This design comes from an exercise in tuning for small area, a short achievable clock period and few clock cycles per item on the open sky130 flow, not from production work.

==> flow/design.v <==
module modexp_unit #(
    parameter integer W = 128
) (
    input  wire         clk,
    input  wire         rst,      
    input  wire         start,
    input  wire [W-1:0] a,
    input  wire [W-1:0] e,
    input  wire [W-1:0] n,
    output wire         ready,
    output reg          done,
    output reg          fault,
    output wire [W-1:0] r
);
    localparam integer K  = 66;           
    localparam integer RW = 2 * K;        
    localparam integer VW = 130;          
    localparam integer TW = 133;          
    localparam [2:0] S_IDLE = 3'd0,
                     S_CHK  = 3'd1,
                     S_DIV  = 3'd2,
                     S_PREP = 3'd3,
                     S_MUL  = 3'd4,
                     S_CPA  = 3'd5,
                     S_FIN  = 3'd6;
    localparam [1:0] M_SQR = 2'd0,
                     M_MUL = 2'd1,
                     M_OUT = 2'd2;
    localparam [1:0] C_CONV = 2'd0,
                     C_CLR  = 2'd1,
                     C_SET1 = 2'd2;
    reg [2:0]    state;
    reg          ready_q;
    reg [1:0]    mode;
    reg [1:0]    cop;
    reg [7:0]    ecnt;
    reg [5:0]    cnt;
    reg [8:0]    j_q;
    reg          first_q;
    reg          last_q;
    reg          c_q;
    reg [W-1:0]  n_q;
    reg [W-1:0]  e_q;
    reg [RW-1:0] r_q;
    reg [RW-1:0] b_q;
    reg [VW-1:0] S_q;
    reg [VW-1:0] C_q;
    reg          k_q;
    reg [2:0]    x_q;
    reg [5:0]    idx;
    reg [5:0]    adig;
    reg [1:0]    asub;
    reg          carry_q;
    reg          sbit_q;
    reg          nbit_q;
    reg          zs_q;
    assign ready = ready_q;
    assign r     = r_q[W-1:0];
    wire [5:0] tidx = (state == S_DIV) ? adig : idx;
    wire [2:0] rdig = r_q[3*tidx +: 3];
    wire [2:0] bdig = b_q[3*tidx +: 3];
    wire       abit = rdig[asub];
    wire [128:0] y   = r_q[128:0];
    wire [128:0] xy0 = x_q[0] ? y : 129'd0;
    wire [128:0] xy1 = x_q[1] ? y : 129'd0;
    wire [128:0] xy2 = x_q[2] ? y : 129'd0;
    wire [2:0] u  = S_q[2:0] + C_q[2:0] + {2'b0, k_q} + xy0[2:0]
                  + {xy1[1:0], 1'b0} + {xy2[0], 2'b0};
    wire       q0 = u[0];
    wire       q1 = u[1] ^ (u[0] & ~n_q[1]);
    wire       q2 = u[2] ^ (u[1] & ~n_q[1]) ^ (u[0] & ~n_q[2]) ^ (u[1] & u[0] & ~n_q[1]);
    wire [TW-1:0] RS  = {3'b0, S_q};
    wire [TW-1:0] RC  = {3'b0, C_q};
    wire [TW-1:0] RX0 = {4'b0, xy0};
    wire [TW-1:0] RX1 = {3'b0, xy1, k_q};
    wire [TW-1:0] RX2 = {2'b0, xy2, 2'b0};
    wire [TW-1:0] RQ0 = q0 ? {5'b0, n_q}       : {TW{1'b0}};
    wire [TW-1:0] RQ1 = q1 ? {4'b0, n_q, 1'b0} : {TW{1'b0}};
    wire [TW-1:0] RQ2 = q2 ? {3'b0, n_q, 2'b0} : {TW{1'b0}};
    wire [TW-1:0] a1 = RS ^ RC ^ RX0;
    wire [TW-1:0] m1 = (RS & RC) | (RS & RX0) | (RC & RX0);
    wire [TW-1:0] b1 = {m1[TW-2:0], 1'b0};
    wire [TW-1:0] a2 = a1 ^ b1 ^ RX1;
    wire [TW-1:0] m2 = (a1 & b1) | (a1 & RX1) | (b1 & RX1);
    wire [TW-1:0] b2 = {m2[TW-2:0], 1'b0};
    wire [TW-1:0] a3 = a2 ^ b2 ^ RX2;
    wire [TW-1:0] m3 = (a2 & b2) | (a2 & RX2) | (b2 & RX2);
    wire [TW-1:0] b3 = {m3[TW-2:0], 1'b0};
    wire [TW-1:0] a4 = RQ0 ^ RQ1 ^ RQ2;
    wire [TW-1:0] m4 = (RQ0 & RQ1) | (RQ0 & RQ2) | (RQ1 & RQ2);
    wire [TW-1:0] b4 = {m4[TW-2:0], 1'b0};
    wire [TW-1:0] a5 = a3 ^ b3 ^ a4;
    wire [TW-1:0] m5 = (a3 & b3) | (a3 & a4) | (b3 & a4);
    wire [TW-1:0] b5 = {m5[TW-2:0], 1'b0};
    wire [TW-1:0] sf = a5 ^ b5 ^ b4;
    wire [TW-1:0] cf = (a5 & b5) | (a5 & b4) | (b5 & b4);
    wire          kf = sf[2] | sf[1] | sf[0] | cf[1] | cf[0];
    wire [RW-1:0] S132 = {2'b0, S_q};
    wire [RW-1:0] C132 = {2'b0, C_q};
    wire [RW-1:0] N132 = {4'b0, n_q};
    wire [K-1:0]  sch  = c_q ? S132[RW-1:K] : S132[K-1:0];
    wire [K-1:0]  cch  = c_q ? C132[RW-1:K] : C132[K-1:0];
    wire [K-1:0]  nch  = c_q ? N132[RW-1:K] : N132[K-1:0];
    wire         lowbit = c_q ? sbit_q : x_q[0];
    wire [K-1:0] n2ch   = {nch[K-2:0], c_q & nbit_q};
    reg sel_conv, sel_one, sel_z, sel_zf, sel_n, sel_nl;
    wire         zs_c   = c_q ? zs_q : b_q[RW-1];
    wire         zs_now = sel_z & zs_c;
    wire [K-1:0] opa = ({K{sel_conv}} & sch)
                     | ({K{sel_z}}    & {b_q[K-2:0], lowbit})
                     | {{(K-1){1'b0}}, sel_zf & ~c_q & x_q[0]};
    wire [K-1:0] opb = ({K{sel_conv}}         & cch)
                     | ({K{sel_n & zs_now}}   & nch)
                     | ({K{sel_n & ~zs_now}}  & ~nch)
                     | ({K{sel_nl & zs_now}}  & n2ch);
    wire         cin = c_q ? carry_q
                           : ((sel_conv & k_q) | sel_one | (sel_n & ~zs_now));
    wire [K:0] sum = {1'b0, opa} + {1'b0, opb} + {{K{1'b0}}, cin};
    wire r_is_n = (r_q[W-1:0] == n_q);
    wire nxt_mul = (mode == M_SQR) & e_q[W-1];
    wire nxt_out = ~nxt_mul & (ecnt == 8'd1);
    wire escan = (ecnt != 8'd0) & ~e_q[W-1];
    wire bad_n = ~n_q[0] | (n_q[W-1:1] == {(W-1){1'b0}});
    always @(posedge clk) begin
        if (rst) begin
            state    <= S_IDLE;
            ready_q  <= 1'b1;
            done     <= 1'b0;
            sel_conv <= 1'b0;
            sel_one  <= 1'b0;
            sel_z    <= 1'b0;
            sel_zf   <= 1'b0;
            sel_n    <= 1'b0;
            sel_nl   <= 1'b0;
        end else begin
            done <= 1'b0;
            case (state)
                S_IDLE: begin
                    ecnt    <= 8'd128;
                    j_q     <= 9'd0;
                    first_q <= 1'b1;
                    last_q  <= 1'b0;
                    c_q     <= 1'b0;
                    if (start) begin
                        state   <= S_CHK;
                        ready_q <= 1'b0;
                    end
                end
                S_CHK: begin
                    fault <= bad_n;
                    if (bad_n) begin
                        cop   <= C_CLR;
                        state <= S_CPA;
                    end else begin
                        state  <= S_DIV;
                        sel_zf <= 1'b1;
                        sel_n  <= 1'b1;
                    end
                    if (escan) ecnt <= ecnt - 1'b1;
                end
                S_DIV: begin
                    if (escan) ecnt <= ecnt - 1'b1;
                    c_q <= ~c_q;
                    if (c_q) begin
                        j_q     <= j_q + 1'b1;
                        first_q <= 1'b0;
                        last_q  <= (j_q == 9'd258);
                        sel_zf  <= 1'b0;
                        sel_z   <= ~last_q;
                        sel_n   <= (j_q != 9'd258) & ~last_q;
                        sel_nl  <= (j_q == 9'd258);
                        if (last_q) state <= S_PREP;
                    end
                end
                S_PREP: begin
                    cnt <= 6'd0;
                    if (ecnt == 8'd0) begin
                        cop     <= C_SET1;
                        sel_one <= 1'b1;
                        state   <= S_CPA;
                    end else begin
                        ecnt  <= ecnt - 1'b1;
                        state <= S_MUL;
                        mode  <= (ecnt == 8'd1) ? M_OUT : M_SQR;
                    end
                end
                S_MUL: begin
                    cnt <= cnt + 1'b1;
                    if (cnt == 6'd43) begin
                        cop      <= C_CONV;
                        sel_conv <= 1'b1;
                        state    <= S_CPA;
                    end
                end
                S_CPA: begin
                    c_q <= ~c_q;
                    if (c_q) begin
                        sel_conv <= 1'b0;
                        sel_one  <= 1'b0;
                        if (cop != C_CONV) begin
                            state   <= S_IDLE;
                            ready_q <= 1'b1;
                            done    <= 1'b1;
                        end else if (mode == M_OUT) begin
                            state <= S_FIN;
                        end else begin
                            cnt   <= 6'd0;
                            state <= S_MUL;
                            if (nxt_mul) begin
                                mode <= M_MUL;
                            end else begin
                                ecnt <= ecnt - 1'b1;
                                mode <= nxt_out ? M_OUT : M_SQR;
                            end
                        end
                    end
                end
                S_FIN: begin
                    if (r_is_n) begin
                        cop   <= C_CLR;
                        state <= S_CPA;
                    end else begin
                        state   <= S_IDLE;
                        ready_q <= 1'b1;
                        done    <= 1'b1;
                    end
                end
                default: begin
                    state   <= S_IDLE;
                    ready_q <= 1'b1;
                end
            endcase
        end
    end
    always @(posedge clk) begin
        case (state)
            S_IDLE: begin
                n_q  <= n;
                e_q  <= e;
                r_q  <= {{(RW-W){1'b0}}, a};
                x_q  <= {2'b0, a[W-1]};
                adig <= 6'd42;            
                asub <= 2'd0;
                idx  <= 6'd0;
            end
            S_CHK: begin
                if (escan) e_q <= e_q << 1;
            end
            S_DIV: begin
                if (escan) e_q <= e_q << 1;
                b_q     <= {sum[K-1:0], b_q[RW-1:K]};
                if (last_q) r_q <= {sum[K-1:0], r_q[RW-1:K]};
                carry_q <= sum[K];
                sbit_q  <= b_q[K-1];
                nbit_q  <= nch[K-1];
                zs_q    <= zs_now;
                if (c_q) begin
                    x_q <= {2'b0, (j_q < 9'd127) ? abit : 1'b0};
                    if (asub == 2'd0) begin
                        asub <= 2'd2;
                        adig <= adig - 1'b1;
                    end else begin
                        asub <= asub - 1'b1;
                    end
                end
            end
            S_PREP: begin
                S_q <= {VW{1'b0}};
                C_q <= {VW{1'b0}};
                k_q <= 1'b0;
                idx <= 6'd1;
                if (ecnt != 8'd0) begin
                    e_q <= e_q << 1;
                    x_q <= (ecnt == 8'd1) ? 3'b001 : rdig;
                end
            end
            S_MUL: begin
                S_q <= sf[TW-1:3];
                C_q <= cf[TW-2:2];
                k_q <= kf;
                x_q <= (mode == M_OUT) ? 3'b000 : ((mode == M_MUL) ? bdig : rdig);
                idx <= idx + 1'b1;
            end
            S_CPA: begin
                r_q     <= {sum[K-1:0], r_q[RW-1:K]};
                carry_q <= sum[K];
                if (!c_q) begin
                    idx <= nxt_mul ? 6'd0 : 6'd22;    
                end else if (cop == C_CONV && mode != M_OUT) begin
                    S_q <= {VW{1'b0}};
                    C_q <= {VW{1'b0}};
                    k_q <= 1'b0;
                    idx <= 6'd1;
                    if (nxt_mul) begin
                        x_q <= bdig;
                    end else begin
                        e_q <= e_q << 1;
                        x_q <= nxt_out ? 3'b001 : rdig;
                    end
                end
            end
            default: ;
        endcase
    end
endmodule
clock: 12.0 ns
lec_check: 0
cap_margin: 20
core_margin: 2
core_utilization: 40
slew_margin: 20
run.sh (not shown) runs the stock make flow with config.mk's settings and CLKGATE_MAP_FILE= SYNTH_SCRIPT=/design/flow/synth_recipe.tcl, a recipe that flattens the netlist after the stock synthesis.
The baseline finished with timing, DRC and antenna clean.
==> next run, changes <==
--- a/flow/design.v
+++ b/flow/design.v
@@ -98,43 +98,39 @@
     wire [RW-1:0] S132 = {2'b0, S_q};
     wire [RW-1:0] C132 = {2'b0, C_q};
     wire [RW-1:0] N132 = {4'b0, n_q};
     wire [K-1:0]  sch  = c_q ? S132[RW-1:K] : S132[K-1:0];
     wire [K-1:0]  cch  = c_q ? C132[RW-1:K] : C132[K-1:0];
     wire [K-1:0]  nch  = c_q ? N132[RW-1:K] : N132[K-1:0];
+    wire         zs_now = first_q ? 1'b0 : (c_q ? zs_q : b_q[RW-1]);
     wire         lowbit = c_q ? sbit_q : x_q[0];
     wire [K-1:0] n2ch   = {nch[K-2:0], c_q & nbit_q};
-    reg sel_conv, sel_one, sel_z, sel_zf, sel_n, sel_nl;
-    wire         zs_c   = c_q ? zs_q : b_q[RW-1];
-    wire         zs_now = sel_z & zs_c;
-    wire [K-1:0] opa = ({K{sel_conv}} & sch)
-                     | ({K{sel_z}}    & {b_q[K-2:0], lowbit})
-                     | {{(K-1){1'b0}}, sel_zf & ~c_q & x_q[0]};
-    wire [K-1:0] opb = ({K{sel_conv}}         & cch)
-                     | ({K{sel_n & zs_now}}   & nch)
-                     | ({K{sel_n & ~zs_now}}  & ~nch)
-                     | ({K{sel_nl & zs_now}}  & n2ch);
-    wire         cin = c_q ? carry_q
-                           : ((sel_conv & k_q) | sel_one | (sel_n & ~zs_now));
+    reg  [K-1:0] opa, opb;
+    reg          cin;
+    always @(*) begin
+        if (state == S_DIV) begin
+            opa = first_q ? {{(K-1){1'b0}}, ~c_q & x_q[0]} : {b_q[K-2:0], lowbit};
+            opb = last_q ? (zs_now ? n2ch : {K{1'b0}}) : (zs_now ? nch : ~nch);
+            cin = c_q ? carry_q : (~last_q & ~zs_now);
+        end else begin
+            opa = (cop == C_CONV) ? sch : {K{1'b0}};
+            opb = (cop == C_CONV) ? cch : {K{1'b0}};
+            cin = c_q ? carry_q : ((cop == C_CONV) ? k_q : (cop == C_SET1));
+        end
+    end
     wire [K:0] sum = {1'b0, opa} + {1'b0, opb} + {{K{1'b0}}, cin};
     wire r_is_n = (r_q[W-1:0] == n_q);
     wire nxt_mul = (mode == M_SQR) & e_q[W-1];
     wire nxt_out = ~nxt_mul & (ecnt == 8'd1);
     wire escan = (ecnt != 8'd0) & ~e_q[W-1];
     wire bad_n = ~n_q[0] | (n_q[W-1:1] == {(W-1){1'b0}});
     always @(posedge clk) begin
         if (rst) begin
-            state    <= S_IDLE;
-            ready_q  <= 1'b1;
-            done     <= 1'b0;
-            sel_conv <= 1'b0;
-            sel_one  <= 1'b0;
-            sel_z    <= 1'b0;
-            sel_zf   <= 1'b0;
-            sel_n    <= 1'b0;
-            sel_nl   <= 1'b0;
+            state   <= S_IDLE;
+            ready_q <= 1'b1;
+            done    <= 1'b0;
         end else begin
             done <= 1'b0;
             case (state)
                 S_IDLE: begin
                     ecnt    <= 8'd128;
                     j_q     <= 9'd0;
@@ -149,57 +145,47 @@
                 S_CHK: begin
                     fault <= bad_n;
                     if (bad_n) begin
                         cop   <= C_CLR;
                         state <= S_CPA;
                     end else begin
-                        state  <= S_DIV;
-                        sel_zf <= 1'b1;
-                        sel_n  <= 1'b1;
+                        state <= S_DIV;
                     end
                     if (escan) ecnt <= ecnt - 1'b1;
                 end
                 S_DIV: begin
                     if (escan) ecnt <= ecnt - 1'b1;
                     c_q <= ~c_q;
                     if (c_q) begin
                         j_q     <= j_q + 1'b1;
                         first_q <= 1'b0;
                         last_q  <= (j_q == 9'd258);
-                        sel_zf  <= 1'b0;
-                        sel_z   <= ~last_q;
-                        sel_n   <= (j_q != 9'd258) & ~last_q;
-                        sel_nl  <= (j_q == 9'd258);
                         if (last_q) state <= S_PREP;
                     end
                 end
                 S_PREP: begin
                     cnt <= 6'd0;
                     if (ecnt == 8'd0) begin
-                        cop     <= C_SET1;
-                        sel_one <= 1'b1;
-                        state   <= S_CPA;
+                        cop   <= C_SET1;
+                        state <= S_CPA;
                     end else begin
                         ecnt  <= ecnt - 1'b1;
                         state <= S_MUL;
                         mode  <= (ecnt == 8'd1) ? M_OUT : M_SQR;
                     end
                 end
                 S_MUL: begin
                     cnt <= cnt + 1'b1;
                     if (cnt == 6'd43) begin
-                        cop      <= C_CONV;
-                        sel_conv <= 1'b1;
-                        state    <= S_CPA;
+                        cop   <= C_CONV;
+                        state <= S_CPA;
                     end
                 end
                 S_CPA: begin
                     c_q <= ~c_q;
                     if (c_q) begin
-                        sel_conv <= 1'b0;
-                        sel_one  <= 1'b0;
                         if (cop != C_CONV) begin
                             state   <= S_IDLE;
                             ready_q <= 1'b1;
                             done    <= 1'b1;
                         end else if (mode == M_OUT) begin
                             state <= S_FIN;
Outcome:
- worst setup slack degrades by 0.35 ns
- sequential share of layout area fell by 0.21 points
- worst hold slack degrades by 0.0076 ns
- cell area hardly moves
- synthesized cell count rose by a few percent
No run of this note included a check of the RTL's function; only the layout flow was run.

static timing again, ports no longer ideal:
In the flow no input, the clock included, has a driving cell. The finished layouts below were timed again as built, in two steps.
Step 1: set_driving_cell puts a clkbuf_16 on clk and a buf_2 on each other input, an assumption about the parent block.
Step 2 times the ports against the registers' clock, not the clock port: input delays grow and output delays shrink by t, the midpoint of the rising clock arrivals with the driver on.
Three values: ideal ports, drivers, drivers and shift; two values: the first two.
run	shift t [ns]	setup slack, ns	latest minus earliest clock arrival (ns)	slew at the worst register clock pin (ns)	pins driven straight from the clock port
the first run	0.857	4.988 / 4.988 / 4.988	0.066 / 0.065	0.07 / 0.07	1
the second run	0.847	4.636 / 4.636 / 4.636	0.055 / 0.055	0.07 / 0.07	1
After both steps setup and hold are still met in every run listed.
